This is an optimization exercise on Yosys and OpenROAD, whose aim is small area, a short achievable clock period and few clock cycles per item, not a production implementation. In this exercise RTL edits were held to simulation tests only and were not proved equivalent to the original. Power figures rest on the tool's default switching activity, not on a simulated workload.

$ cat flow/run.sh
#!/bin/bash
# synth_recipe.tcl (not shown) runs the flow's synth.tcl, then flattens the netlist and writes it again
# the make line also repeats each setting of config.mk as NAME=value (left out here)
make -C /OpenROAD-flow-scripts/flow DESIGN_CONFIG=/design/flow/config.mk WORK_HOME=/design/flow/orfs CLKGATE_MAP_FILE= SYNTH_SCRIPT=/design/flow/synth_recipe.tcl finish
$ cat flow/config.mk
export PLATFORM = sky130hd
export DESIGN_NAME = hamming_codec
export DESIGN_NICKNAME = hamming_codec
export VERILOG_FILES = /design/flow/design.v
export SDC_FILE = /design/flow/constraint.sdc
export NUM_CORES = 4
export LEC_CHECK = 0
export CAP_MARGIN = 20
export CORE_MARGIN = 2
export CORE_UTILIZATION = 20
export PLACE_DENSITY = 0.45
export SLEW_MARGIN = 20
$ cat flow/constraint.sdc
create_clock -name core_clock -period 8.0 [get_ports {clk}]
set_input_delay 1.6000 -clock core_clock [delete_from_list [all_inputs] [get_ports {clk}]]
set_output_delay 1.6000 -clock core_clock [all_outputs]
set_load 0.01 [all_outputs]
$ cat flow/design.v
module hamming_codec (
    input  wire         clk,
    input  wire         rst,         
    input  wire         in_valid,
    output wire         in_ready,
    input  wire         in_op,       
    input  wire [3:0]   in_r,        
    input  wire [254:0] in_word,
    output reg          out_valid,
    input  wire         out_ready,
    output wire [254:0] out_word,
    output reg          out_err      
);
    wire dec = in_op;
    reg  [8:2] sel;                  
    always @(*) begin
        sel = 7'd0;
        case (in_r)
            4'd2: sel[2] = 1'b1;
            4'd3: sel[3] = 1'b1;
            4'd4: sel[4] = 1'b1;
            4'd5: sel[5] = 1'b1;
            4'd6: sel[6] = 1'b1;
            4'd7: sel[7] = 1'b1;
            4'd8: sel[8] = 1'b1;
            default: ;
        endcase
    end
    wire bad_r = ~|sel;
    wire [1:0] p2;
    wire [2:0] p3;
    wire [3:0] p4;
    wire [4:0] p5;
    wire [5:0] p6;
    wire [6:0] p7;
    wire [7:0] p8;
    assign p2[1] = ^(in_word & 255'h1);
    assign p2[0] = ^(in_word & 255'h1);
    assign p3[2] = ^(in_word & 255'h7);
    assign p3[1] = ^(in_word & 255'hb);
    assign p3[0] = ^(in_word & 255'hd);
    assign p4[3] = ^(in_word & 255'hef);
    assign p4[2] = ^(in_word & 255'h337);
    assign p4[1] = ^(in_word & 255'h55b);
    assign p4[0] = ^(in_word & 255'h69d);
    assign p5[4] = ^(in_word & 255'hf0fdf);
    assign p5[3] = ^(in_word & 255'h7171ef);
    assign p5[2] = ^(in_word & 255'h192b677);
    assign p5[1] = ^(in_word & 255'h2a4dabb);
    assign p5[0] = ^(in_word & 255'h348ed3d);
    assign p6[5] = ^(in_word & 255'h7c00ffc1ffbf);
    assign p6[4] = ^(in_word & 255'h7843f03de1fdf);
    assign p6[3] = ^(in_word & 255'h3889c71c6ee3ef);
    assign p6[2] = ^(in_word & 255'hc912d964b76cf7);
    assign p6[1] = ^(in_word & 255'h152236aa93bb57b);
    assign p6[0] = ^(in_word & 255'h1a443b4d23dda7d);
    assign p7[6] = ^(in_word & 255'h1f800007fff0001ffffe07fff7f);
    assign p7[5] = ^(in_word & 255'h3e0801ff801f07fe007fef83ffbf);
    assign p7[4] = ^(in_word & 255'h3c2107e0781e1787e1f81f7bc3fdf);
    assign p7[3] = ^(in_word & 255'h1c44238e388e22bb8ee38e3bddc7ef);
    assign p7[2] = ^(in_word & 255'h648845b2c93244ddb36cb25deed9f7);
    assign p7[1] = ^(in_word & 255'ha91086d5525488eed5b5549ef76afb);
    assign p7[0] = ^(in_word & 255'hd2210769a46910f769da691f7bb4fd);
    assign p8[7] = ^(in_word & 255'h3f800000000fffff800000000ffffffffe00000ffffffffe03ffffeff);
    assign p8[6] = ^(in_word & 255'hfc0800007fff0001f8000fffff00000fffe07fff0001ffffefc0ffff7f);
    assign p8[5] = ^(in_word & 255'h1f041001ff801f003e083ff003ff003ff003ef83ff07fe007ff7df07ffbf);
    assign p8[4] = ^(in_word & 255'h1e108207e0781e103c213c3f0fc0f0fc0f03c37bc3f787e1f81fbef787fdf);
    assign p8[3] = ^(in_word & 255'he2210438e388e221c4425dc771c7171c711c45bddc7bb8ee38e3df7bb8fef);
    assign p8[2] = ^(in_word & 255'h32442085b2c93244648846ed9b6592b65926489deed9ddb36cb25efbddb3f7);
    assign p8[1] = ^(in_word & 255'h54884106d5525488a9108776adaaa4daaa4a911ef76aeed5b5549f7deed5fb);
    assign p8[0] = ^(in_word & 255'h6910820769a46910d22107bb4ed348ed348d221f7bb4f769da691fbef769fd);
    wire [7:0] s_in =
        ({8{sel[2]}} & {6'd0, p2 ^ ({2{dec}} & {in_word[1], in_word[2]})}) |
        ({8{sel[3]}} & {5'd0, p3 ^ ({3{dec}} & {in_word[4], in_word[5], in_word[6]})}) |
        ({8{sel[4]}} & {4'd0, p4 ^ ({4{dec}} & {in_word[11], in_word[12], in_word[13], in_word[14]})}) |
        ({8{sel[5]}} & {3'd0, p5 ^ ({5{dec}} & {in_word[26], in_word[27], in_word[28], in_word[29], in_word[30]})}) |
        ({8{sel[6]}} & {2'd0, p6 ^ ({6{dec}} & {in_word[57], in_word[58], in_word[59], in_word[60], in_word[61], in_word[62]})}) |
        ({8{sel[7]}} & {1'd0, p7 ^ ({7{dec}} & {in_word[120], in_word[121], in_word[122], in_word[123], in_word[124], in_word[125], in_word[126]})}) |
        ({8{sel[8]}} & (p8 ^ ({8{dec}} & {in_word[247], in_word[248], in_word[249], in_word[250], in_word[251], in_word[252], in_word[253], in_word[254]})));
    wire [254:0] w_in;
    wire m0 = dec ? |(sel & 7'b1111111) : |(sel & 7'b1111111);
    assign w_in[0:0] = in_word[0:0] & {1{m0}};
    wire m1 = dec ? |(sel & 7'b1111111) : |(sel & 7'b1111110);
    assign w_in[2:1] = in_word[2:1] & {2{m1}};
    wire m2 = dec ? |(sel & 7'b1111110) : |(sel & 7'b1111110);
    assign w_in[3:3] = in_word[3:3] & {1{m2}};
    wire m3 = dec ? |(sel & 7'b1111110) : |(sel & 7'b1111100);
    assign w_in[6:4] = in_word[6:4] & {3{m3}};
    wire m4 = dec ? |(sel & 7'b1111100) : |(sel & 7'b1111100);
    assign w_in[10:7] = in_word[10:7] & {4{m4}};
    wire m5 = dec ? |(sel & 7'b1111100) : |(sel & 7'b1111000);
    assign w_in[14:11] = in_word[14:11] & {4{m5}};
    wire m6 = dec ? |(sel & 7'b1111000) : |(sel & 7'b1111000);
    assign w_in[25:15] = in_word[25:15] & {11{m6}};
    wire m7 = dec ? |(sel & 7'b1111000) : |(sel & 7'b1110000);
    assign w_in[30:26] = in_word[30:26] & {5{m7}};
    wire m8 = dec ? |(sel & 7'b1110000) : |(sel & 7'b1110000);
    assign w_in[56:31] = in_word[56:31] & {26{m8}};
    wire m9 = dec ? |(sel & 7'b1110000) : |(sel & 7'b1100000);
    assign w_in[62:57] = in_word[62:57] & {6{m9}};
    wire m10 = dec ? |(sel & 7'b1100000) : |(sel & 7'b1100000);
    assign w_in[119:63] = in_word[119:63] & {57{m10}};
    wire m11 = dec ? |(sel & 7'b1100000) : |(sel & 7'b1000000);
    assign w_in[126:120] = in_word[126:120] & {7{m11}};
    wire m12 = dec ? |(sel & 7'b1000000) : |(sel & 7'b1000000);
    assign w_in[246:127] = in_word[246:127] & {120{m12}};
    wire m13 = dec ? |(sel & 7'b1000000) : |(sel & 7'b0000000);
    assign w_in[254:247] = in_word[254:247] & {8{m13}};
    reg [254:0] w_q;
    reg [7:0]   s_q;
    reg [8:2]   sel_q;
    reg         dec_q;
    assign in_ready = !out_valid || out_ready;
    always @(posedge clk) begin
        if (rst)
            out_valid <= 1'b0;
        else if (in_ready)
            out_valid <= in_valid;
    end
    always @(posedge clk) begin
        if (in_ready) begin
            w_q     <= w_in;
            s_q     <= s_in;
            sel_q   <= sel;
            dec_q   <= dec;
            out_err <= bad_r;
        end
    end
    wire [255:0] hit;
    assign hit[0] = dec_q & (s_q == 8'd0);
    assign hit[1] = dec_q ? (s_q == 8'd1) : s_q[0];
    assign hit[2] = dec_q ? (s_q == 8'd2) : s_q[1];
    assign hit[3] = dec_q & (s_q == 8'd3);
    assign hit[4] = dec_q ? (s_q == 8'd4) : s_q[2];
    assign hit[5] = dec_q & (s_q == 8'd5);
    assign hit[6] = dec_q & (s_q == 8'd6);
    assign hit[7] = dec_q & (s_q == 8'd7);
    assign hit[8] = dec_q ? (s_q == 8'd8) : s_q[3];
    assign hit[9] = dec_q & (s_q == 8'd9);
    assign hit[10] = dec_q & (s_q == 8'd10);
    assign hit[11] = dec_q & (s_q == 8'd11);
    assign hit[12] = dec_q & (s_q == 8'd12);
    assign hit[13] = dec_q & (s_q == 8'd13);
    assign hit[14] = dec_q & (s_q == 8'd14);
    assign hit[15] = dec_q & (s_q == 8'd15);
    assign hit[16] = dec_q ? (s_q == 8'd16) : s_q[4];
    assign hit[17] = dec_q & (s_q == 8'd17);
    assign hit[18] = dec_q & (s_q == 8'd18);
    assign hit[19] = dec_q & (s_q == 8'd19);
    assign hit[20] = dec_q & (s_q == 8'd20);
    assign hit[21] = dec_q & (s_q == 8'd21);
    assign hit[22] = dec_q & (s_q == 8'd22);
    assign hit[23] = dec_q & (s_q == 8'd23);
    assign hit[24] = dec_q & (s_q == 8'd24);
    assign hit[25] = dec_q & (s_q == 8'd25);
    assign hit[26] = dec_q & (s_q == 8'd26);
    assign hit[27] = dec_q & (s_q == 8'd27);
    assign hit[28] = dec_q & (s_q == 8'd28);
    assign hit[29] = dec_q & (s_q == 8'd29);
    assign hit[30] = dec_q & (s_q == 8'd30);
    assign hit[31] = dec_q & (s_q == 8'd31);
    assign hit[32] = dec_q ? (s_q == 8'd32) : s_q[5];
    assign hit[33] = dec_q & (s_q == 8'd33);
    assign hit[34] = dec_q & (s_q == 8'd34);
    assign hit[35] = dec_q & (s_q == 8'd35);
    assign hit[36] = dec_q & (s_q == 8'd36);
    assign hit[37] = dec_q & (s_q == 8'd37);
    assign hit[38] = dec_q & (s_q == 8'd38);
    assign hit[39] = dec_q & (s_q == 8'd39);
    assign hit[40] = dec_q & (s_q == 8'd40);
    assign hit[41] = dec_q & (s_q == 8'd41);
    assign hit[42] = dec_q & (s_q == 8'd42);
    assign hit[43] = dec_q & (s_q == 8'd43);
    assign hit[44] = dec_q & (s_q == 8'd44);
    assign hit[45] = dec_q & (s_q == 8'd45);
    assign hit[46] = dec_q & (s_q == 8'd46);
    assign hit[47] = dec_q & (s_q == 8'd47);
    assign hit[48] = dec_q & (s_q == 8'd48);
    assign hit[49] = dec_q & (s_q == 8'd49);
    assign hit[50] = dec_q & (s_q == 8'd50);
    assign hit[51] = dec_q & (s_q == 8'd51);
    assign hit[52] = dec_q & (s_q == 8'd52);
    assign hit[53] = dec_q & (s_q == 8'd53);
    assign hit[54] = dec_q & (s_q == 8'd54);
    assign hit[55] = dec_q & (s_q == 8'd55);
    assign hit[56] = dec_q & (s_q == 8'd56);
    assign hit[57] = dec_q & (s_q == 8'd57);
    assign hit[58] = dec_q & (s_q == 8'd58);
    assign hit[59] = dec_q & (s_q == 8'd59);
    assign hit[60] = dec_q & (s_q == 8'd60);
    assign hit[61] = dec_q & (s_q == 8'd61);
    assign hit[62] = dec_q & (s_q == 8'd62);
    assign hit[63] = dec_q & (s_q == 8'd63);
    assign hit[64] = dec_q ? (s_q == 8'd64) : s_q[6];
    assign hit[65] = dec_q & (s_q == 8'd65);
    assign hit[66] = dec_q & (s_q == 8'd66);
    assign hit[67] = dec_q & (s_q == 8'd67);
    assign hit[68] = dec_q & (s_q == 8'd68);
    assign hit[69] = dec_q & (s_q == 8'd69);
    assign hit[70] = dec_q & (s_q == 8'd70);
    assign hit[71] = dec_q & (s_q == 8'd71);
    assign hit[72] = dec_q & (s_q == 8'd72);
    assign hit[73] = dec_q & (s_q == 8'd73);
    assign hit[74] = dec_q & (s_q == 8'd74);
    assign hit[75] = dec_q & (s_q == 8'd75);
    assign hit[76] = dec_q & (s_q == 8'd76);
    assign hit[77] = dec_q & (s_q == 8'd77);
    assign hit[78] = dec_q & (s_q == 8'd78);
    assign hit[79] = dec_q & (s_q == 8'd79);
    assign hit[80] = dec_q & (s_q == 8'd80);
    assign hit[81] = dec_q & (s_q == 8'd81);
    assign hit[82] = dec_q & (s_q == 8'd82);
    assign hit[83] = dec_q & (s_q == 8'd83);
    assign hit[84] = dec_q & (s_q == 8'd84);
    assign hit[85] = dec_q & (s_q == 8'd85);
    assign hit[86] = dec_q & (s_q == 8'd86);
    assign hit[87] = dec_q & (s_q == 8'd87);
    assign hit[88] = dec_q & (s_q == 8'd88);
    assign hit[89] = dec_q & (s_q == 8'd89);
    assign hit[90] = dec_q & (s_q == 8'd90);
    assign hit[91] = dec_q & (s_q == 8'd91);
    assign hit[92] = dec_q & (s_q == 8'd92);
    assign hit[93] = dec_q & (s_q == 8'd93);
    assign hit[94] = dec_q & (s_q == 8'd94);
    assign hit[95] = dec_q & (s_q == 8'd95);
    assign hit[96] = dec_q & (s_q == 8'd96);
    assign hit[97] = dec_q & (s_q == 8'd97);
    assign hit[98] = dec_q & (s_q == 8'd98);
    assign hit[99] = dec_q & (s_q == 8'd99);
    assign hit[100] = dec_q & (s_q == 8'd100);
    assign hit[101] = dec_q & (s_q == 8'd101);
    assign hit[102] = dec_q & (s_q == 8'd102);
    assign hit[103] = dec_q & (s_q == 8'd103);
    assign hit[104] = dec_q & (s_q == 8'd104);
    assign hit[105] = dec_q & (s_q == 8'd105);
    assign hit[106] = dec_q & (s_q == 8'd106);
    assign hit[107] = dec_q & (s_q == 8'd107);
    assign hit[108] = dec_q & (s_q == 8'd108);
    assign hit[109] = dec_q & (s_q == 8'd109);
    assign hit[110] = dec_q & (s_q == 8'd110);
    assign hit[111] = dec_q & (s_q == 8'd111);
    assign hit[112] = dec_q & (s_q == 8'd112);
    assign hit[113] = dec_q & (s_q == 8'd113);
    assign hit[114] = dec_q & (s_q == 8'd114);
    assign hit[115] = dec_q & (s_q == 8'd115);
    assign hit[116] = dec_q & (s_q == 8'd116);
    assign hit[117] = dec_q & (s_q == 8'd117);
    assign hit[118] = dec_q & (s_q == 8'd118);
    assign hit[119] = dec_q & (s_q == 8'd119);
    assign hit[120] = dec_q & (s_q == 8'd120);
    assign hit[121] = dec_q & (s_q == 8'd121);
    assign hit[122] = dec_q & (s_q == 8'd122);
    assign hit[123] = dec_q & (s_q == 8'd123);
    assign hit[124] = dec_q & (s_q == 8'd124);
    assign hit[125] = dec_q & (s_q == 8'd125);
    assign hit[126] = dec_q & (s_q == 8'd126);
    assign hit[127] = dec_q & (s_q == 8'd127);
    assign hit[128] = dec_q ? (s_q == 8'd128) : s_q[7];
    assign hit[129] = dec_q & (s_q == 8'd129);
    assign hit[130] = dec_q & (s_q == 8'd130);
    assign hit[131] = dec_q & (s_q == 8'd131);
    assign hit[132] = dec_q & (s_q == 8'd132);
    assign hit[133] = dec_q & (s_q == 8'd133);
    assign hit[134] = dec_q & (s_q == 8'd134);
    assign hit[135] = dec_q & (s_q == 8'd135);
    assign hit[136] = dec_q & (s_q == 8'd136);
    assign hit[137] = dec_q & (s_q == 8'd137);
    assign hit[138] = dec_q & (s_q == 8'd138);
    assign hit[139] = dec_q & (s_q == 8'd139);
    assign hit[140] = dec_q & (s_q == 8'd140);
    assign hit[141] = dec_q & (s_q == 8'd141);
    assign hit[142] = dec_q & (s_q == 8'd142);
    assign hit[143] = dec_q & (s_q == 8'd143);
    assign hit[144] = dec_q & (s_q == 8'd144);
    assign hit[145] = dec_q & (s_q == 8'd145);
    assign hit[146] = dec_q & (s_q == 8'd146);
    assign hit[147] = dec_q & (s_q == 8'd147);
    assign hit[148] = dec_q & (s_q == 8'd148);
    assign hit[149] = dec_q & (s_q == 8'd149);
    assign hit[150] = dec_q & (s_q == 8'd150);
    assign hit[151] = dec_q & (s_q == 8'd151);
    assign hit[152] = dec_q & (s_q == 8'd152);
    assign hit[153] = dec_q & (s_q == 8'd153);
    assign hit[154] = dec_q & (s_q == 8'd154);
    assign hit[155] = dec_q & (s_q == 8'd155);
    assign hit[156] = dec_q & (s_q == 8'd156);
    assign hit[157] = dec_q & (s_q == 8'd157);
    assign hit[158] = dec_q & (s_q == 8'd158);
    assign hit[159] = dec_q & (s_q == 8'd159);
    assign hit[160] = dec_q & (s_q == 8'd160);
    assign hit[161] = dec_q & (s_q == 8'd161);
    assign hit[162] = dec_q & (s_q == 8'd162);
    assign hit[163] = dec_q & (s_q == 8'd163);
    assign hit[164] = dec_q & (s_q == 8'd164);
    assign hit[165] = dec_q & (s_q == 8'd165);
    assign hit[166] = dec_q & (s_q == 8'd166);
    assign hit[167] = dec_q & (s_q == 8'd167);
    assign hit[168] = dec_q & (s_q == 8'd168);
    assign hit[169] = dec_q & (s_q == 8'd169);
    assign hit[170] = dec_q & (s_q == 8'd170);
    assign hit[171] = dec_q & (s_q == 8'd171);
    assign hit[172] = dec_q & (s_q == 8'd172);
    assign hit[173] = dec_q & (s_q == 8'd173);
    assign hit[174] = dec_q & (s_q == 8'd174);
    assign hit[175] = dec_q & (s_q == 8'd175);
    assign hit[176] = dec_q & (s_q == 8'd176);
    assign hit[177] = dec_q & (s_q == 8'd177);
    assign hit[178] = dec_q & (s_q == 8'd178);
    assign hit[179] = dec_q & (s_q == 8'd179);
    assign hit[180] = dec_q & (s_q == 8'd180);
    assign hit[181] = dec_q & (s_q == 8'd181);
    assign hit[182] = dec_q & (s_q == 8'd182);
    assign hit[183] = dec_q & (s_q == 8'd183);
    assign hit[184] = dec_q & (s_q == 8'd184);
    assign hit[185] = dec_q & (s_q == 8'd185);
    assign hit[186] = dec_q & (s_q == 8'd186);
    assign hit[187] = dec_q & (s_q == 8'd187);
    assign hit[188] = dec_q & (s_q == 8'd188);
    assign hit[189] = dec_q & (s_q == 8'd189);
    assign hit[190] = dec_q & (s_q == 8'd190);
    assign hit[191] = dec_q & (s_q == 8'd191);
    assign hit[192] = dec_q & (s_q == 8'd192);
    assign hit[193] = dec_q & (s_q == 8'd193);
    assign hit[194] = dec_q & (s_q == 8'd194);
    assign hit[195] = dec_q & (s_q == 8'd195);
    assign hit[196] = dec_q & (s_q == 8'd196);
    assign hit[197] = dec_q & (s_q == 8'd197);
    assign hit[198] = dec_q & (s_q == 8'd198);
    assign hit[199] = dec_q & (s_q == 8'd199);
    assign hit[200] = dec_q & (s_q == 8'd200);
    assign hit[201] = dec_q & (s_q == 8'd201);
    assign hit[202] = dec_q & (s_q == 8'd202);
    assign hit[203] = dec_q & (s_q == 8'd203);
    assign hit[204] = dec_q & (s_q == 8'd204);
    assign hit[205] = dec_q & (s_q == 8'd205);
    assign hit[206] = dec_q & (s_q == 8'd206);
    assign hit[207] = dec_q & (s_q == 8'd207);
    assign hit[208] = dec_q & (s_q == 8'd208);
    assign hit[209] = dec_q & (s_q == 8'd209);
    assign hit[210] = dec_q & (s_q == 8'd210);
    assign hit[211] = dec_q & (s_q == 8'd211);
    assign hit[212] = dec_q & (s_q == 8'd212);
    assign hit[213] = dec_q & (s_q == 8'd213);
    assign hit[214] = dec_q & (s_q == 8'd214);
    assign hit[215] = dec_q & (s_q == 8'd215);
    assign hit[216] = dec_q & (s_q == 8'd216);
    assign hit[217] = dec_q & (s_q == 8'd217);
    assign hit[218] = dec_q & (s_q == 8'd218);
    assign hit[219] = dec_q & (s_q == 8'd219);
    assign hit[220] = dec_q & (s_q == 8'd220);
    assign hit[221] = dec_q & (s_q == 8'd221);
    assign hit[222] = dec_q & (s_q == 8'd222);
    assign hit[223] = dec_q & (s_q == 8'd223);
    assign hit[224] = dec_q & (s_q == 8'd224);
    assign hit[225] = dec_q & (s_q == 8'd225);
    assign hit[226] = dec_q & (s_q == 8'd226);
    assign hit[227] = dec_q & (s_q == 8'd227);
    assign hit[228] = dec_q & (s_q == 8'd228);
    assign hit[229] = dec_q & (s_q == 8'd229);
    assign hit[230] = dec_q & (s_q == 8'd230);
    assign hit[231] = dec_q & (s_q == 8'd231);
    assign hit[232] = dec_q & (s_q == 8'd232);
    assign hit[233] = dec_q & (s_q == 8'd233);
    assign hit[234] = dec_q & (s_q == 8'd234);
    assign hit[235] = dec_q & (s_q == 8'd235);
    assign hit[236] = dec_q & (s_q == 8'd236);
    assign hit[237] = dec_q & (s_q == 8'd237);
    assign hit[238] = dec_q & (s_q == 8'd238);
    assign hit[239] = dec_q & (s_q == 8'd239);
    assign hit[240] = dec_q & (s_q == 8'd240);
    assign hit[241] = dec_q & (s_q == 8'd241);
    assign hit[242] = dec_q & (s_q == 8'd242);
    assign hit[243] = dec_q & (s_q == 8'd243);
    assign hit[244] = dec_q & (s_q == 8'd244);
    assign hit[245] = dec_q & (s_q == 8'd245);
    assign hit[246] = dec_q & (s_q == 8'd246);
    assign hit[247] = dec_q & (s_q == 8'd247);
    assign hit[248] = dec_q & (s_q == 8'd248);
    assign hit[249] = dec_q & (s_q == 8'd249);
    assign hit[250] = dec_q & (s_q == 8'd250);
    assign hit[251] = dec_q & (s_q == 8'd251);
    assign hit[252] = dec_q & (s_q == 8'd252);
    assign hit[253] = dec_q & (s_q == 8'd253);
    assign hit[254] = dec_q & (s_q == 8'd254);
    assign hit[255] = dec_q & (s_q == 8'd255);
    assign out_word[0] = w_q[0] ^ ((sel_q[2] & hit[3]) | (sel_q[3] & hit[7]) | (sel_q[4] & hit[15]) | (sel_q[5] & hit[31]) | (sel_q[6] & hit[63]) | (sel_q[7] & hit[127]) | (sel_q[8] & hit[255]));
    assign out_word[1] = w_q[1] ^ ((sel_q[2] & hit[2]) | (sel_q[3] & hit[6]) | (sel_q[4] & hit[14]) | (sel_q[5] & hit[30]) | (sel_q[6] & hit[62]) | (sel_q[7] & hit[126]) | (sel_q[8] & hit[254]));
    assign out_word[2] = w_q[2] ^ ((sel_q[2] & hit[1]) | (sel_q[3] & hit[5]) | (sel_q[4] & hit[13]) | (sel_q[5] & hit[29]) | (sel_q[6] & hit[61]) | (sel_q[7] & hit[125]) | (sel_q[8] & hit[253]));
    assign out_word[3] = w_q[3] ^ ((sel_q[3] & hit[3]) | (sel_q[4] & hit[11]) | (sel_q[5] & hit[27]) | (sel_q[6] & hit[59]) | (sel_q[7] & hit[123]) | (sel_q[8] & hit[251]));
    assign out_word[4] = w_q[4] ^ ((sel_q[3] & hit[4]) | (sel_q[4] & hit[7]) | (sel_q[5] & hit[23]) | (sel_q[6] & hit[55]) | (sel_q[7] & hit[119]) | (sel_q[8] & hit[247]));
    assign out_word[5] = w_q[5] ^ ((sel_q[3] & hit[2]) | (sel_q[4] & hit[12]) | (sel_q[5] & hit[15]) | (sel_q[6] & hit[47]) | (sel_q[7] & hit[111]) | (sel_q[8] & hit[239]));
    assign out_word[6] = w_q[6] ^ ((sel_q[3] & hit[1]) | (sel_q[4] & hit[10]) | (sel_q[5] & hit[28]) | (sel_q[6] & hit[31]) | (sel_q[7] & hit[95]) | (sel_q[8] & hit[223]));
    assign out_word[7] = w_q[7] ^ ((sel_q[4] & hit[9]) | (sel_q[5] & hit[26]) | (sel_q[6] & hit[60]) | (sel_q[7] & hit[63]) | (sel_q[8] & hit[191]));
    assign out_word[8] = w_q[8] ^ ((sel_q[4] & hit[6]) | (sel_q[5] & hit[25]) | (sel_q[6] & hit[58]) | (sel_q[7] & hit[124]) | (sel_q[8] & hit[127]));
    assign out_word[9] = w_q[9] ^ ((sel_q[4] & hit[5]) | (sel_q[5] & hit[22]) | (sel_q[6] & hit[57]) | (sel_q[7] & hit[122]) | (sel_q[8] & hit[252]));
    assign out_word[10] = w_q[10] ^ ((sel_q[4] & hit[3]) | (sel_q[5] & hit[21]) | (sel_q[6] & hit[54]) | (sel_q[7] & hit[121]) | (sel_q[8] & hit[250]));
    assign out_word[11] = w_q[11] ^ ((sel_q[4] & hit[8]) | (sel_q[5] & hit[19]) | (sel_q[6] & hit[53]) | (sel_q[7] & hit[118]) | (sel_q[8] & hit[249]));
    assign out_word[12] = w_q[12] ^ ((sel_q[4] & hit[4]) | (sel_q[5] & hit[14]) | (sel_q[6] & hit[51]) | (sel_q[7] & hit[117]) | (sel_q[8] & hit[246]));
    assign out_word[13] = w_q[13] ^ ((sel_q[4] & hit[2]) | (sel_q[5] & hit[13]) | (sel_q[6] & hit[46]) | (sel_q[7] & hit[115]) | (sel_q[8] & hit[245]));
    assign out_word[14] = w_q[14] ^ ((sel_q[4] & hit[1]) | (sel_q[5] & hit[11]) | (sel_q[6] & hit[45]) | (sel_q[7] & hit[110]) | (sel_q[8] & hit[243]));
    assign out_word[15] = w_q[15] ^ ((sel_q[5] & hit[7]) | (sel_q[6] & hit[43]) | (sel_q[7] & hit[109]) | (sel_q[8] & hit[238]));
    assign out_word[16] = w_q[16] ^ ((sel_q[5] & hit[24]) | (sel_q[6] & hit[39]) | (sel_q[7] & hit[107]) | (sel_q[8] & hit[237]));
    assign out_word[17] = w_q[17] ^ ((sel_q[5] & hit[20]) | (sel_q[6] & hit[30]) | (sel_q[7] & hit[103]) | (sel_q[8] & hit[235]));
    assign out_word[18] = w_q[18] ^ ((sel_q[5] & hit[18]) | (sel_q[6] & hit[29]) | (sel_q[7] & hit[94]) | (sel_q[8] & hit[231]));
    assign out_word[19] = w_q[19] ^ ((sel_q[5] & hit[17]) | (sel_q[6] & hit[27]) | (sel_q[7] & hit[93]) | (sel_q[8] & hit[222]));
    assign out_word[20] = w_q[20] ^ ((sel_q[5] & hit[12]) | (sel_q[6] & hit[23]) | (sel_q[7] & hit[91]) | (sel_q[8] & hit[221]));
    assign out_word[21] = w_q[21] ^ ((sel_q[5] & hit[10]) | (sel_q[6] & hit[15]) | (sel_q[7] & hit[87]) | (sel_q[8] & hit[219]));
    assign out_word[22] = w_q[22] ^ ((sel_q[5] & hit[9]) | (sel_q[6] & hit[56]) | (sel_q[7] & hit[79]) | (sel_q[8] & hit[215]));
    assign out_word[23] = w_q[23] ^ ((sel_q[5] & hit[6]) | (sel_q[6] & hit[52]) | (sel_q[7] & hit[62]) | (sel_q[8] & hit[207]));
    assign out_word[24] = w_q[24] ^ ((sel_q[5] & hit[5]) | (sel_q[6] & hit[50]) | (sel_q[7] & hit[61]) | (sel_q[8] & hit[190]));
    assign out_word[25] = w_q[25] ^ ((sel_q[5] & hit[3]) | (sel_q[6] & hit[49]) | (sel_q[7] & hit[59]) | (sel_q[8] & hit[189]));
    assign out_word[26] = w_q[26] ^ ((sel_q[5] & hit[16]) | (sel_q[6] & hit[44]) | (sel_q[7] & hit[55]) | (sel_q[8] & hit[187]));
    assign out_word[27] = w_q[27] ^ ((sel_q[5] & hit[8]) | (sel_q[6] & hit[42]) | (sel_q[7] & hit[47]) | (sel_q[8] & hit[183]));
    assign out_word[28] = w_q[28] ^ ((sel_q[5] & hit[4]) | (sel_q[6] & hit[41]) | (sel_q[7] & hit[31]) | (sel_q[8] & hit[175]));
    assign out_word[29] = w_q[29] ^ ((sel_q[5] & hit[2]) | (sel_q[6] & hit[38]) | (sel_q[7] & hit[120]) | (sel_q[8] & hit[159]));
    assign out_word[30] = w_q[30] ^ ((sel_q[5] & hit[1]) | (sel_q[6] & hit[37]) | (sel_q[7] & hit[116]) | (sel_q[8] & hit[126]));
    assign out_word[31] = w_q[31] ^ ((sel_q[6] & hit[35]) | (sel_q[7] & hit[114]) | (sel_q[8] & hit[125]));
    assign out_word[32] = w_q[32] ^ ((sel_q[6] & hit[28]) | (sel_q[7] & hit[113]) | (sel_q[8] & hit[123]));
    assign out_word[33] = w_q[33] ^ ((sel_q[6] & hit[26]) | (sel_q[7] & hit[108]) | (sel_q[8] & hit[119]));
    assign out_word[34] = w_q[34] ^ ((sel_q[6] & hit[25]) | (sel_q[7] & hit[106]) | (sel_q[8] & hit[111]));
    assign out_word[35] = w_q[35] ^ ((sel_q[6] & hit[22]) | (sel_q[7] & hit[105]) | (sel_q[8] & hit[95]));
    assign out_word[36] = w_q[36] ^ ((sel_q[6] & hit[21]) | (sel_q[7] & hit[102]) | (sel_q[8] & hit[63]));
    assign out_word[37] = w_q[37] ^ ((sel_q[6] & hit[19]) | (sel_q[7] & hit[101]) | (sel_q[8] & hit[248]));
    assign out_word[38] = w_q[38] ^ ((sel_q[6] & hit[14]) | (sel_q[7] & hit[99]) | (sel_q[8] & hit[244]));
    assign out_word[39] = w_q[39] ^ ((sel_q[6] & hit[13]) | (sel_q[7] & hit[92]) | (sel_q[8] & hit[242]));
    assign out_word[40] = w_q[40] ^ ((sel_q[6] & hit[11]) | (sel_q[7] & hit[90]) | (sel_q[8] & hit[241]));
    assign out_word[41] = w_q[41] ^ ((sel_q[6] & hit[7]) | (sel_q[7] & hit[89]) | (sel_q[8] & hit[236]));
    assign out_word[42] = w_q[42] ^ ((sel_q[6] & hit[48]) | (sel_q[7] & hit[86]) | (sel_q[8] & hit[234]));
    assign out_word[43] = w_q[43] ^ ((sel_q[6] & hit[40]) | (sel_q[7] & hit[85]) | (sel_q[8] & hit[233]));
    assign out_word[44] = w_q[44] ^ ((sel_q[6] & hit[36]) | (sel_q[7] & hit[83]) | (sel_q[8] & hit[230]));
    assign out_word[45] = w_q[45] ^ ((sel_q[6] & hit[34]) | (sel_q[7] & hit[78]) | (sel_q[8] & hit[229]));
    assign out_word[46] = w_q[46] ^ ((sel_q[6] & hit[33]) | (sel_q[7] & hit[77]) | (sel_q[8] & hit[227]));
    assign out_word[47] = w_q[47] ^ ((sel_q[6] & hit[24]) | (sel_q[7] & hit[75]) | (sel_q[8] & hit[220]));
    assign out_word[48] = w_q[48] ^ ((sel_q[6] & hit[20]) | (sel_q[7] & hit[71]) | (sel_q[8] & hit[218]));
    assign out_word[49] = w_q[49] ^ ((sel_q[6] & hit[18]) | (sel_q[7] & hit[60]) | (sel_q[8] & hit[217]));
    assign out_word[50] = w_q[50] ^ ((sel_q[6] & hit[17]) | (sel_q[7] & hit[58]) | (sel_q[8] & hit[214]));
    assign out_word[51] = w_q[51] ^ ((sel_q[6] & hit[12]) | (sel_q[7] & hit[57]) | (sel_q[8] & hit[213]));
    assign out_word[52] = w_q[52] ^ ((sel_q[6] & hit[10]) | (sel_q[7] & hit[54]) | (sel_q[8] & hit[211]));
    assign out_word[53] = w_q[53] ^ ((sel_q[6] & hit[9]) | (sel_q[7] & hit[53]) | (sel_q[8] & hit[206]));
    assign out_word[54] = w_q[54] ^ ((sel_q[6] & hit[6]) | (sel_q[7] & hit[51]) | (sel_q[8] & hit[205]));
    assign out_word[55] = w_q[55] ^ ((sel_q[6] & hit[5]) | (sel_q[7] & hit[46]) | (sel_q[8] & hit[203]));
    assign out_word[56] = w_q[56] ^ ((sel_q[6] & hit[3]) | (sel_q[7] & hit[45]) | (sel_q[8] & hit[199]));
    assign out_word[57] = w_q[57] ^ ((sel_q[6] & hit[32]) | (sel_q[7] & hit[43]) | (sel_q[8] & hit[188]));
    assign out_word[58] = w_q[58] ^ ((sel_q[6] & hit[16]) | (sel_q[7] & hit[39]) | (sel_q[8] & hit[186]));
    assign out_word[59] = w_q[59] ^ ((sel_q[6] & hit[8]) | (sel_q[7] & hit[30]) | (sel_q[8] & hit[185]));
    assign out_word[60] = w_q[60] ^ ((sel_q[6] & hit[4]) | (sel_q[7] & hit[29]) | (sel_q[8] & hit[182]));
    assign out_word[61] = w_q[61] ^ ((sel_q[6] & hit[2]) | (sel_q[7] & hit[27]) | (sel_q[8] & hit[181]));
    assign out_word[62] = w_q[62] ^ ((sel_q[6] & hit[1]) | (sel_q[7] & hit[23]) | (sel_q[8] & hit[179]));
    assign out_word[63] = w_q[63] ^ ((sel_q[7] & hit[15]) | (sel_q[8] & hit[174]));
    assign out_word[64] = w_q[64] ^ ((sel_q[7] & hit[112]) | (sel_q[8] & hit[173]));
    assign out_word[65] = w_q[65] ^ ((sel_q[7] & hit[104]) | (sel_q[8] & hit[171]));
    assign out_word[66] = w_q[66] ^ ((sel_q[7] & hit[100]) | (sel_q[8] & hit[167]));
    assign out_word[67] = w_q[67] ^ ((sel_q[7] & hit[98]) | (sel_q[8] & hit[158]));
    assign out_word[68] = w_q[68] ^ ((sel_q[7] & hit[97]) | (sel_q[8] & hit[157]));
    assign out_word[69] = w_q[69] ^ ((sel_q[7] & hit[88]) | (sel_q[8] & hit[155]));
    assign out_word[70] = w_q[70] ^ ((sel_q[7] & hit[84]) | (sel_q[8] & hit[151]));
    assign out_word[71] = w_q[71] ^ ((sel_q[7] & hit[82]) | (sel_q[8] & hit[143]));
    assign out_word[72] = w_q[72] ^ ((sel_q[7] & hit[81]) | (sel_q[8] & hit[124]));
    assign out_word[73] = w_q[73] ^ ((sel_q[7] & hit[76]) | (sel_q[8] & hit[122]));
    assign out_word[74] = w_q[74] ^ ((sel_q[7] & hit[74]) | (sel_q[8] & hit[121]));
    assign out_word[75] = w_q[75] ^ ((sel_q[7] & hit[73]) | (sel_q[8] & hit[118]));
    assign out_word[76] = w_q[76] ^ ((sel_q[7] & hit[70]) | (sel_q[8] & hit[117]));
    assign out_word[77] = w_q[77] ^ ((sel_q[7] & hit[69]) | (sel_q[8] & hit[115]));
    assign out_word[78] = w_q[78] ^ ((sel_q[7] & hit[67]) | (sel_q[8] & hit[110]));
    assign out_word[79] = w_q[79] ^ ((sel_q[7] & hit[56]) | (sel_q[8] & hit[109]));
    assign out_word[80] = w_q[80] ^ ((sel_q[7] & hit[52]) | (sel_q[8] & hit[107]));
    assign out_word[81] = w_q[81] ^ ((sel_q[7] & hit[50]) | (sel_q[8] & hit[103]));
    assign out_word[82] = w_q[82] ^ ((sel_q[7] & hit[49]) | (sel_q[8] & hit[94]));
    assign out_word[83] = w_q[83] ^ ((sel_q[7] & hit[44]) | (sel_q[8] & hit[93]));
    assign out_word[84] = w_q[84] ^ ((sel_q[7] & hit[42]) | (sel_q[8] & hit[91]));
    assign out_word[85] = w_q[85] ^ ((sel_q[7] & hit[41]) | (sel_q[8] & hit[87]));
    assign out_word[86] = w_q[86] ^ ((sel_q[7] & hit[38]) | (sel_q[8] & hit[79]));
    assign out_word[87] = w_q[87] ^ ((sel_q[7] & hit[37]) | (sel_q[8] & hit[62]));
    assign out_word[88] = w_q[88] ^ ((sel_q[7] & hit[35]) | (sel_q[8] & hit[61]));
    assign out_word[89] = w_q[89] ^ ((sel_q[7] & hit[28]) | (sel_q[8] & hit[59]));
    assign out_word[90] = w_q[90] ^ ((sel_q[7] & hit[26]) | (sel_q[8] & hit[55]));
    assign out_word[91] = w_q[91] ^ ((sel_q[7] & hit[25]) | (sel_q[8] & hit[47]));
    assign out_word[92] = w_q[92] ^ ((sel_q[7] & hit[22]) | (sel_q[8] & hit[31]));
    assign out_word[93] = w_q[93] ^ ((sel_q[7] & hit[21]) | (sel_q[8] & hit[240]));
    assign out_word[94] = w_q[94] ^ ((sel_q[7] & hit[19]) | (sel_q[8] & hit[232]));
    assign out_word[95] = w_q[95] ^ ((sel_q[7] & hit[14]) | (sel_q[8] & hit[228]));
    assign out_word[96] = w_q[96] ^ ((sel_q[7] & hit[13]) | (sel_q[8] & hit[226]));
    assign out_word[97] = w_q[97] ^ ((sel_q[7] & hit[11]) | (sel_q[8] & hit[225]));
    assign out_word[98] = w_q[98] ^ ((sel_q[7] & hit[7]) | (sel_q[8] & hit[216]));
    assign out_word[99] = w_q[99] ^ ((sel_q[7] & hit[96]) | (sel_q[8] & hit[212]));
    assign out_word[100] = w_q[100] ^ ((sel_q[7] & hit[80]) | (sel_q[8] & hit[210]));
    assign out_word[101] = w_q[101] ^ ((sel_q[7] & hit[72]) | (sel_q[8] & hit[209]));
    assign out_word[102] = w_q[102] ^ ((sel_q[7] & hit[68]) | (sel_q[8] & hit[204]));
    assign out_word[103] = w_q[103] ^ ((sel_q[7] & hit[66]) | (sel_q[8] & hit[202]));
    assign out_word[104] = w_q[104] ^ ((sel_q[7] & hit[65]) | (sel_q[8] & hit[201]));
    assign out_word[105] = w_q[105] ^ ((sel_q[7] & hit[48]) | (sel_q[8] & hit[198]));
    assign out_word[106] = w_q[106] ^ ((sel_q[7] & hit[40]) | (sel_q[8] & hit[197]));
    assign out_word[107] = w_q[107] ^ ((sel_q[7] & hit[36]) | (sel_q[8] & hit[195]));
    assign out_word[108] = w_q[108] ^ ((sel_q[7] & hit[34]) | (sel_q[8] & hit[184]));
    assign out_word[109] = w_q[109] ^ ((sel_q[7] & hit[33]) | (sel_q[8] & hit[180]));
    assign out_word[110] = w_q[110] ^ ((sel_q[7] & hit[24]) | (sel_q[8] & hit[178]));
    assign out_word[111] = w_q[111] ^ ((sel_q[7] & hit[20]) | (sel_q[8] & hit[177]));
    assign out_word[112] = w_q[112] ^ ((sel_q[7] & hit[18]) | (sel_q[8] & hit[172]));
    assign out_word[113] = w_q[113] ^ ((sel_q[7] & hit[17]) | (sel_q[8] & hit[170]));
    assign out_word[114] = w_q[114] ^ ((sel_q[7] & hit[12]) | (sel_q[8] & hit[169]));
    assign out_word[115] = w_q[115] ^ ((sel_q[7] & hit[10]) | (sel_q[8] & hit[166]));
    assign out_word[116] = w_q[116] ^ ((sel_q[7] & hit[9]) | (sel_q[8] & hit[165]));
    assign out_word[117] = w_q[117] ^ ((sel_q[7] & hit[6]) | (sel_q[8] & hit[163]));
    assign out_word[118] = w_q[118] ^ ((sel_q[7] & hit[5]) | (sel_q[8] & hit[156]));
    assign out_word[119] = w_q[119] ^ ((sel_q[7] & hit[3]) | (sel_q[8] & hit[154]));
    assign out_word[120] = w_q[120] ^ ((sel_q[7] & hit[64]) | (sel_q[8] & hit[153]));
    assign out_word[121] = w_q[121] ^ ((sel_q[7] & hit[32]) | (sel_q[8] & hit[150]));
    assign out_word[122] = w_q[122] ^ ((sel_q[7] & hit[16]) | (sel_q[8] & hit[149]));
    assign out_word[123] = w_q[123] ^ ((sel_q[7] & hit[8]) | (sel_q[8] & hit[147]));
    assign out_word[124] = w_q[124] ^ ((sel_q[7] & hit[4]) | (sel_q[8] & hit[142]));
    assign out_word[125] = w_q[125] ^ ((sel_q[7] & hit[2]) | (sel_q[8] & hit[141]));
    assign out_word[126] = w_q[126] ^ ((sel_q[7] & hit[1]) | (sel_q[8] & hit[139]));
    assign out_word[127] = w_q[127] ^ ((sel_q[8] & hit[135]));
    assign out_word[128] = w_q[128] ^ ((sel_q[8] & hit[120]));
    assign out_word[129] = w_q[129] ^ ((sel_q[8] & hit[116]));
    assign out_word[130] = w_q[130] ^ ((sel_q[8] & hit[114]));
    assign out_word[131] = w_q[131] ^ ((sel_q[8] & hit[113]));
    assign out_word[132] = w_q[132] ^ ((sel_q[8] & hit[108]));
    assign out_word[133] = w_q[133] ^ ((sel_q[8] & hit[106]));
    assign out_word[134] = w_q[134] ^ ((sel_q[8] & hit[105]));
    assign out_word[135] = w_q[135] ^ ((sel_q[8] & hit[102]));
    assign out_word[136] = w_q[136] ^ ((sel_q[8] & hit[101]));
    assign out_word[137] = w_q[137] ^ ((sel_q[8] & hit[99]));
    assign out_word[138] = w_q[138] ^ ((sel_q[8] & hit[92]));
    assign out_word[139] = w_q[139] ^ ((sel_q[8] & hit[90]));
    assign out_word[140] = w_q[140] ^ ((sel_q[8] & hit[89]));
    assign out_word[141] = w_q[141] ^ ((sel_q[8] & hit[86]));
    assign out_word[142] = w_q[142] ^ ((sel_q[8] & hit[85]));
    assign out_word[143] = w_q[143] ^ ((sel_q[8] & hit[83]));
    assign out_word[144] = w_q[144] ^ ((sel_q[8] & hit[78]));
    assign out_word[145] = w_q[145] ^ ((sel_q[8] & hit[77]));
    assign out_word[146] = w_q[146] ^ ((sel_q[8] & hit[75]));
    assign out_word[147] = w_q[147] ^ ((sel_q[8] & hit[71]));
    assign out_word[148] = w_q[148] ^ ((sel_q[8] & hit[60]));
    assign out_word[149] = w_q[149] ^ ((sel_q[8] & hit[58]));
    assign out_word[150] = w_q[150] ^ ((sel_q[8] & hit[57]));
    assign out_word[151] = w_q[151] ^ ((sel_q[8] & hit[54]));
    assign out_word[152] = w_q[152] ^ ((sel_q[8] & hit[53]));
    assign out_word[153] = w_q[153] ^ ((sel_q[8] & hit[51]));
    assign out_word[154] = w_q[154] ^ ((sel_q[8] & hit[46]));
    assign out_word[155] = w_q[155] ^ ((sel_q[8] & hit[45]));
    assign out_word[156] = w_q[156] ^ ((sel_q[8] & hit[43]));
    assign out_word[157] = w_q[157] ^ ((sel_q[8] & hit[39]));
    assign out_word[158] = w_q[158] ^ ((sel_q[8] & hit[30]));
    assign out_word[159] = w_q[159] ^ ((sel_q[8] & hit[29]));
    assign out_word[160] = w_q[160] ^ ((sel_q[8] & hit[27]));
    assign out_word[161] = w_q[161] ^ ((sel_q[8] & hit[23]));
    assign out_word[162] = w_q[162] ^ ((sel_q[8] & hit[15]));
    assign out_word[163] = w_q[163] ^ ((sel_q[8] & hit[224]));
    assign out_word[164] = w_q[164] ^ ((sel_q[8] & hit[208]));
    assign out_word[165] = w_q[165] ^ ((sel_q[8] & hit[200]));
    assign out_word[166] = w_q[166] ^ ((sel_q[8] & hit[196]));
    assign out_word[167] = w_q[167] ^ ((sel_q[8] & hit[194]));
    assign out_word[168] = w_q[168] ^ ((sel_q[8] & hit[193]));
    assign out_word[169] = w_q[169] ^ ((sel_q[8] & hit[176]));
    assign out_word[170] = w_q[170] ^ ((sel_q[8] & hit[168]));
    assign out_word[171] = w_q[171] ^ ((sel_q[8] & hit[164]));
    assign out_word[172] = w_q[172] ^ ((sel_q[8] & hit[162]));
    assign out_word[173] = w_q[173] ^ ((sel_q[8] & hit[161]));
    assign out_word[174] = w_q[174] ^ ((sel_q[8] & hit[152]));
    assign out_word[175] = w_q[175] ^ ((sel_q[8] & hit[148]));
    assign out_word[176] = w_q[176] ^ ((sel_q[8] & hit[146]));
    assign out_word[177] = w_q[177] ^ ((sel_q[8] & hit[145]));
    assign out_word[178] = w_q[178] ^ ((sel_q[8] & hit[140]));
    assign out_word[179] = w_q[179] ^ ((sel_q[8] & hit[138]));
    assign out_word[180] = w_q[180] ^ ((sel_q[8] & hit[137]));
    assign out_word[181] = w_q[181] ^ ((sel_q[8] & hit[134]));
    assign out_word[182] = w_q[182] ^ ((sel_q[8] & hit[133]));
    assign out_word[183] = w_q[183] ^ ((sel_q[8] & hit[131]));
    assign out_word[184] = w_q[184] ^ ((sel_q[8] & hit[112]));
    assign out_word[185] = w_q[185] ^ ((sel_q[8] & hit[104]));
    assign out_word[186] = w_q[186] ^ ((sel_q[8] & hit[100]));
    assign out_word[187] = w_q[187] ^ ((sel_q[8] & hit[98]));
    assign out_word[188] = w_q[188] ^ ((sel_q[8] & hit[97]));
    assign out_word[189] = w_q[189] ^ ((sel_q[8] & hit[88]));
    assign out_word[190] = w_q[190] ^ ((sel_q[8] & hit[84]));
    assign out_word[191] = w_q[191] ^ ((sel_q[8] & hit[82]));
    assign out_word[192] = w_q[192] ^ ((sel_q[8] & hit[81]));
    assign out_word[193] = w_q[193] ^ ((sel_q[8] & hit[76]));
    assign out_word[194] = w_q[194] ^ ((sel_q[8] & hit[74]));
    assign out_word[195] = w_q[195] ^ ((sel_q[8] & hit[73]));
    assign out_word[196] = w_q[196] ^ ((sel_q[8] & hit[70]));
    assign out_word[197] = w_q[197] ^ ((sel_q[8] & hit[69]));
    assign out_word[198] = w_q[198] ^ ((sel_q[8] & hit[67]));
    assign out_word[199] = w_q[199] ^ ((sel_q[8] & hit[56]));
    assign out_word[200] = w_q[200] ^ ((sel_q[8] & hit[52]));
    assign out_word[201] = w_q[201] ^ ((sel_q[8] & hit[50]));
    assign out_word[202] = w_q[202] ^ ((sel_q[8] & hit[49]));
    assign out_word[203] = w_q[203] ^ ((sel_q[8] & hit[44]));
    assign out_word[204] = w_q[204] ^ ((sel_q[8] & hit[42]));
    assign out_word[205] = w_q[205] ^ ((sel_q[8] & hit[41]));
    assign out_word[206] = w_q[206] ^ ((sel_q[8] & hit[38]));
    assign out_word[207] = w_q[207] ^ ((sel_q[8] & hit[37]));
    assign out_word[208] = w_q[208] ^ ((sel_q[8] & hit[35]));
    assign out_word[209] = w_q[209] ^ ((sel_q[8] & hit[28]));
    assign out_word[210] = w_q[210] ^ ((sel_q[8] & hit[26]));
    assign out_word[211] = w_q[211] ^ ((sel_q[8] & hit[25]));
    assign out_word[212] = w_q[212] ^ ((sel_q[8] & hit[22]));
    assign out_word[213] = w_q[213] ^ ((sel_q[8] & hit[21]));
    assign out_word[214] = w_q[214] ^ ((sel_q[8] & hit[19]));
    assign out_word[215] = w_q[215] ^ ((sel_q[8] & hit[14]));
    assign out_word[216] = w_q[216] ^ ((sel_q[8] & hit[13]));
    assign out_word[217] = w_q[217] ^ ((sel_q[8] & hit[11]));
    assign out_word[218] = w_q[218] ^ ((sel_q[8] & hit[7]));
    assign out_word[219] = w_q[219] ^ ((sel_q[8] & hit[192]));
    assign out_word[220] = w_q[220] ^ ((sel_q[8] & hit[160]));
    assign out_word[221] = w_q[221] ^ ((sel_q[8] & hit[144]));
    assign out_word[222] = w_q[222] ^ ((sel_q[8] & hit[136]));
    assign out_word[223] = w_q[223] ^ ((sel_q[8] & hit[132]));
    assign out_word[224] = w_q[224] ^ ((sel_q[8] & hit[130]));
    assign out_word[225] = w_q[225] ^ ((sel_q[8] & hit[129]));
    assign out_word[226] = w_q[226] ^ ((sel_q[8] & hit[96]));
    assign out_word[227] = w_q[227] ^ ((sel_q[8] & hit[80]));
    assign out_word[228] = w_q[228] ^ ((sel_q[8] & hit[72]));
    assign out_word[229] = w_q[229] ^ ((sel_q[8] & hit[68]));
    assign out_word[230] = w_q[230] ^ ((sel_q[8] & hit[66]));
    assign out_word[231] = w_q[231] ^ ((sel_q[8] & hit[65]));
    assign out_word[232] = w_q[232] ^ ((sel_q[8] & hit[48]));
    assign out_word[233] = w_q[233] ^ ((sel_q[8] & hit[40]));
    assign out_word[234] = w_q[234] ^ ((sel_q[8] & hit[36]));
    assign out_word[235] = w_q[235] ^ ((sel_q[8] & hit[34]));
    assign out_word[236] = w_q[236] ^ ((sel_q[8] & hit[33]));
    assign out_word[237] = w_q[237] ^ ((sel_q[8] & hit[24]));
    assign out_word[238] = w_q[238] ^ ((sel_q[8] & hit[20]));
    assign out_word[239] = w_q[239] ^ ((sel_q[8] & hit[18]));
    assign out_word[240] = w_q[240] ^ ((sel_q[8] & hit[17]));
    assign out_word[241] = w_q[241] ^ ((sel_q[8] & hit[12]));
    assign out_word[242] = w_q[242] ^ ((sel_q[8] & hit[10]));
    assign out_word[243] = w_q[243] ^ ((sel_q[8] & hit[9]));
    assign out_word[244] = w_q[244] ^ ((sel_q[8] & hit[6]));
    assign out_word[245] = w_q[245] ^ ((sel_q[8] & hit[5]));
    assign out_word[246] = w_q[246] ^ ((sel_q[8] & hit[3]));
    assign out_word[247] = w_q[247] ^ ((sel_q[8] & hit[128]));
    assign out_word[248] = w_q[248] ^ ((sel_q[8] & hit[64]));
    assign out_word[249] = w_q[249] ^ ((sel_q[8] & hit[32]));
    assign out_word[250] = w_q[250] ^ ((sel_q[8] & hit[16]));
    assign out_word[251] = w_q[251] ^ ((sel_q[8] & hit[8]));
    assign out_word[252] = w_q[252] ^ ((sel_q[8] & hit[4]));
    assign out_word[253] = w_q[253] ^ ((sel_q[8] & hit[2]));
    assign out_word[254] = w_q[254] ^ ((sel_q[8] & hit[1]));
endmodule
==> metrics.yaml <==
outcome: "finished clean"
finalCritPeriodShare_pct: 84.7
cts_buffer_depth: 3
rows: 126
drive_gt1_share_pct: 4.91
avgViaCountPerCell: 4.64
min_period_ps: 6780
rrSetupSlack_ps: 4910
dr.pass1.iters: 8
io_pins: 522
ys_types: 54
dp.final_hpwl_um: 124000
synth_area_sq_mm: 0.0237
path_clk_slew_ps: 70
grt_pass1_vias: 19700
syn_nets: 2510
async_reset_ff_share_pct: 0
synth.top_cell.area_share_pct: 34.5
syn_to_final_growth_pct: 35.3
synth_enable_flop_cells: 272
setup_ws_ps: 1220
grt_max_degree: 110
hold_path_end: "w_q[174]$_DFFE_PP_"
worstPathRequired_ps: 6400
setup_viol: 0
cts_root_buffer: "clkbuf_16"
vdd_drop_max_mv: 0.188
numPlacedInstances: 4245
routabilityCongestion: 0.975
overflow: 0
ys_top_cells_by_area: "edfxtp_1, xnor2_1, xnor3_1, xor2_1, and2_1"
grt_pass1_wl_um: 193000
fin_cells: 4317
pwr_density_cell_mw_per_mm2: 245
worstHoldStart: "out_valid$_SDFFE_PP0P_"
min_path_cells: 1
yosysTopAreaCell: "edfxtp_1"
clock-sinks: 273
drtAntennaViolNets: 0
final_cell_area_sq_mm: 0.0320
relSlewSlack_pct: 21.8
cap_viol_max_count: 0
synth_seq_cells: 273
rsz0062_at_grt: "no"
drtIter0Drc: 2483
antenna_found_initial: 20
drv_slew: 0
coreArea_sq_mm: 0.118
max_slew.worst_pin.slew_ps: 1160
portBuffers: 521
vias: 20000
cp_data_arrival_time_ps: 5180
start_kind: "register"
die_w_um: 348
crit_fanout: 17
track_usage_pct: 23.9
reg2reg_from: "out_valid$_SDFFE_PP0P_"
initial_core_util_pct: 20.1
timing.fmax_mhz: 148
ys_seq_area_share_pct: 34.6
cts_tree: "yes"
syn_inst: 2246
cts_resized: 0
synth_area_per_cell_sq_um: 10.5
drc: 0
end_kind: "primary output"
p_leak_nw: 11.9
setup_tns_ps: 0
wl_per_cell_um: 34.7
final_nets: 3011
hold_buffers: 0
htree_levels: 2
reg2reg_to: "w_q[35]$_DFFE_PP_"
min_path_type: "reg -> reg"
clock_latency_ps: 590
post_cts_buffers: 0
yosysWarnings: 1
placed_area_sq_mm: 0.0308
clock_skew_ps: 23.1
hold_viol: 0
die_area_sq_mm: 0.121
preCtsSetupSlack_ps: 2000
cts-buffers-inserted: 36
r2r_cells: 3
synth_top_flop_cell: "edfxtp_1"
wirelength_um: 150000
crit_type: "reg -> out"
die_h_um: 348
==> sequential cells by signal, indices dropped and copies added (netlist names) <==
| signal | cells |
|---|---|
| sel_q | 7 |
| out_valid | 1 |
| out_err | 1 |
| w_q | 255 |
| s_q | 8 |
| dec_q | 1 |
==> routing by layer <==
layer / vias to the layer above / share of wire [%] / global-route usage, % / wire length, um
met5: - / 0.044 / 0 / 66
met4: 10 / 3.8 / 8.95 / 5720
met3: 196 / 6.9 / 3.74 / 10300
met2: 1087 / 47 / 40.0 / 71200
met1: 10100 / 42 / 31.1 / 62700
li1: 8607 / - / - / -
==> power by group <==
part / switching, mW / total, mW / internal, mW
Combinational: 2.20 / 4.32 / 2.12
Clock: 0.727 / 1.71 / 0.980
Sequential: 0.137 / 1.83 / 1.69
==> cell families (layout without fill, tap and decap cells) <==
kind of cell	count (synthesis)	after routing	share of synthesized area, %
xor+xnor	979	979	43.4
simple gates	649	649	13.5
flops	273	273	34.6
compound gates	219	219	6.35
buf+inv	126	651	2.14
other cells	0	10	0
==> worst max-delay path: stages, from the launching register on <==
cell and delay [ps]:
edfxtp_1 940, nand2b_1 280, nor3_1 950, nand2_1 570, nor2_1 350, buf_4 310, nand2_1 100, xnor2_1 410
clkdlybuf4s50_1 620
==> cell usage after synthesis, types with 3 or more instances <==
cell type / n
nor2b_1: 23
a21oi_1: 40
and3_1: 6
o221ai_1: 8
inv_1: 15
xor2_2: 3
nor2_1: 133
xor3_1: 6
nand2b_1: 9
a222oi_1: 16
nand3_1: 21
xnor3_1: 105
buf_1: 8
o22ai_1: 70
a22o_1: 5
xor2_1: 213
nor3_1: 15
nor4_1: 5
xnor2_1: 638
clkbuf_1: 81
edfxtp_1: 272
xnor2_2: 9
a221oi_1: 20
o21ai_0: 19
buf_2: 19
and2_1: 227
a22oi_1: 21
nand2_1: 200
==> how the worst max path moves through the flow <==
stage                           startpoint             to  slack [ps]  depth (start not counted)
final                     s_q[0]$_DFFE_PP_  out_word[173]        1220                          8
after global routing      s_q[0]$_DFFE_PP_  out_word[173]        1160                          8
after CTS                 s_q[1]$_DFFE_PP_  out_word[173]        1330                          8
after detailed placement  s_q[0]$_DFFE_PP_  out_word[173]        2000                          8
after global placement    s_q[0]$_DFFE_PP_  out_word[173]        1870                          8
after floorplan                  out_ready       in_ready        1340                          1
==> area by class of cell <==
class,instances,area [sq um]
clock buffer,50,1000
multi-input combinational,1847,15100
antenna,10,25.0
timing repair buffer,574,5610
inverter,15,57.6
clock inverter,12,171
fill,12500,85700
tap,1536,1920
sequential,273,8190
==> placed cells by master (no fill, tap or decap), types with 4 or more instances in the layout <==
master	Yosys	final
clkdlybuf4s50_1	0	520
diode_2	0	10
a21oi_1	40	40
clkbuf_1	81	10
buf_4	2	53
o21ai_0	19	16
edfxtp_1	272	272
nand2b_1	9	8
xnor2_1	638	637
nand2_1	200	200
a22o_1	5	5
nand3_1	21	21
clkinv_2	0	4
and2_1	227	227
xor2_1	213	213
xnor3_1	105	105
nor2_1	133	130
and3_1	6	6
nor3_1	15	12
o221ai_1	8	8
xor3_1	6	6
a221oi_1	20	20
nor2b_1	23	23
o22ai_1	70	70
clkbuf_16	0	37
xnor2_2	9	10
inv_1	15	14
a22oi_1	21	21
o21ai_1	2	5
a222oi_1	16	16
==> stage by stage <==
step	power (mW)	hold slack [ps]	util, %
floorplan	4.58	1670	-
global placement	6.12	1210	26.2
detailed placement	6.11	1200	26.2
CTS	7.83	1220	27.2
global route	8.06	1260	27.2
finish	7.85	1190	27.2
Testbench counts, summed over its fixed seeds: cycles 12,008, items 12,000.

[afterwards: timing with drivers on the ports]
How much do the figures lean on ideal ports? The routed layout below was timed once more, with nothing changed but the port constraints.
Step 1, drivers: a clkbuf_16 drives clk and a buf_2 each remaining input, both assumed.
Step 2 times the ports against the registers' clock, not the clock port: input delays grow and output delays shrink by t, the midpoint of the rising clock arrivals with the driver on.
Three values: no drivers, after step 1, after step 2; two values: the first two.
shift t [ns]: 0.647
setup WS [ns]: 1.224 / 1.155 / 1.802
worst slew at a driven data input, ns: 0.12
pins driven straight from the clock port: 1
After both steps this run still meets setup and hold. For this run, drivers alone change the setup slack by -0.069 ns; drivers and shift together by +0.578 ns.
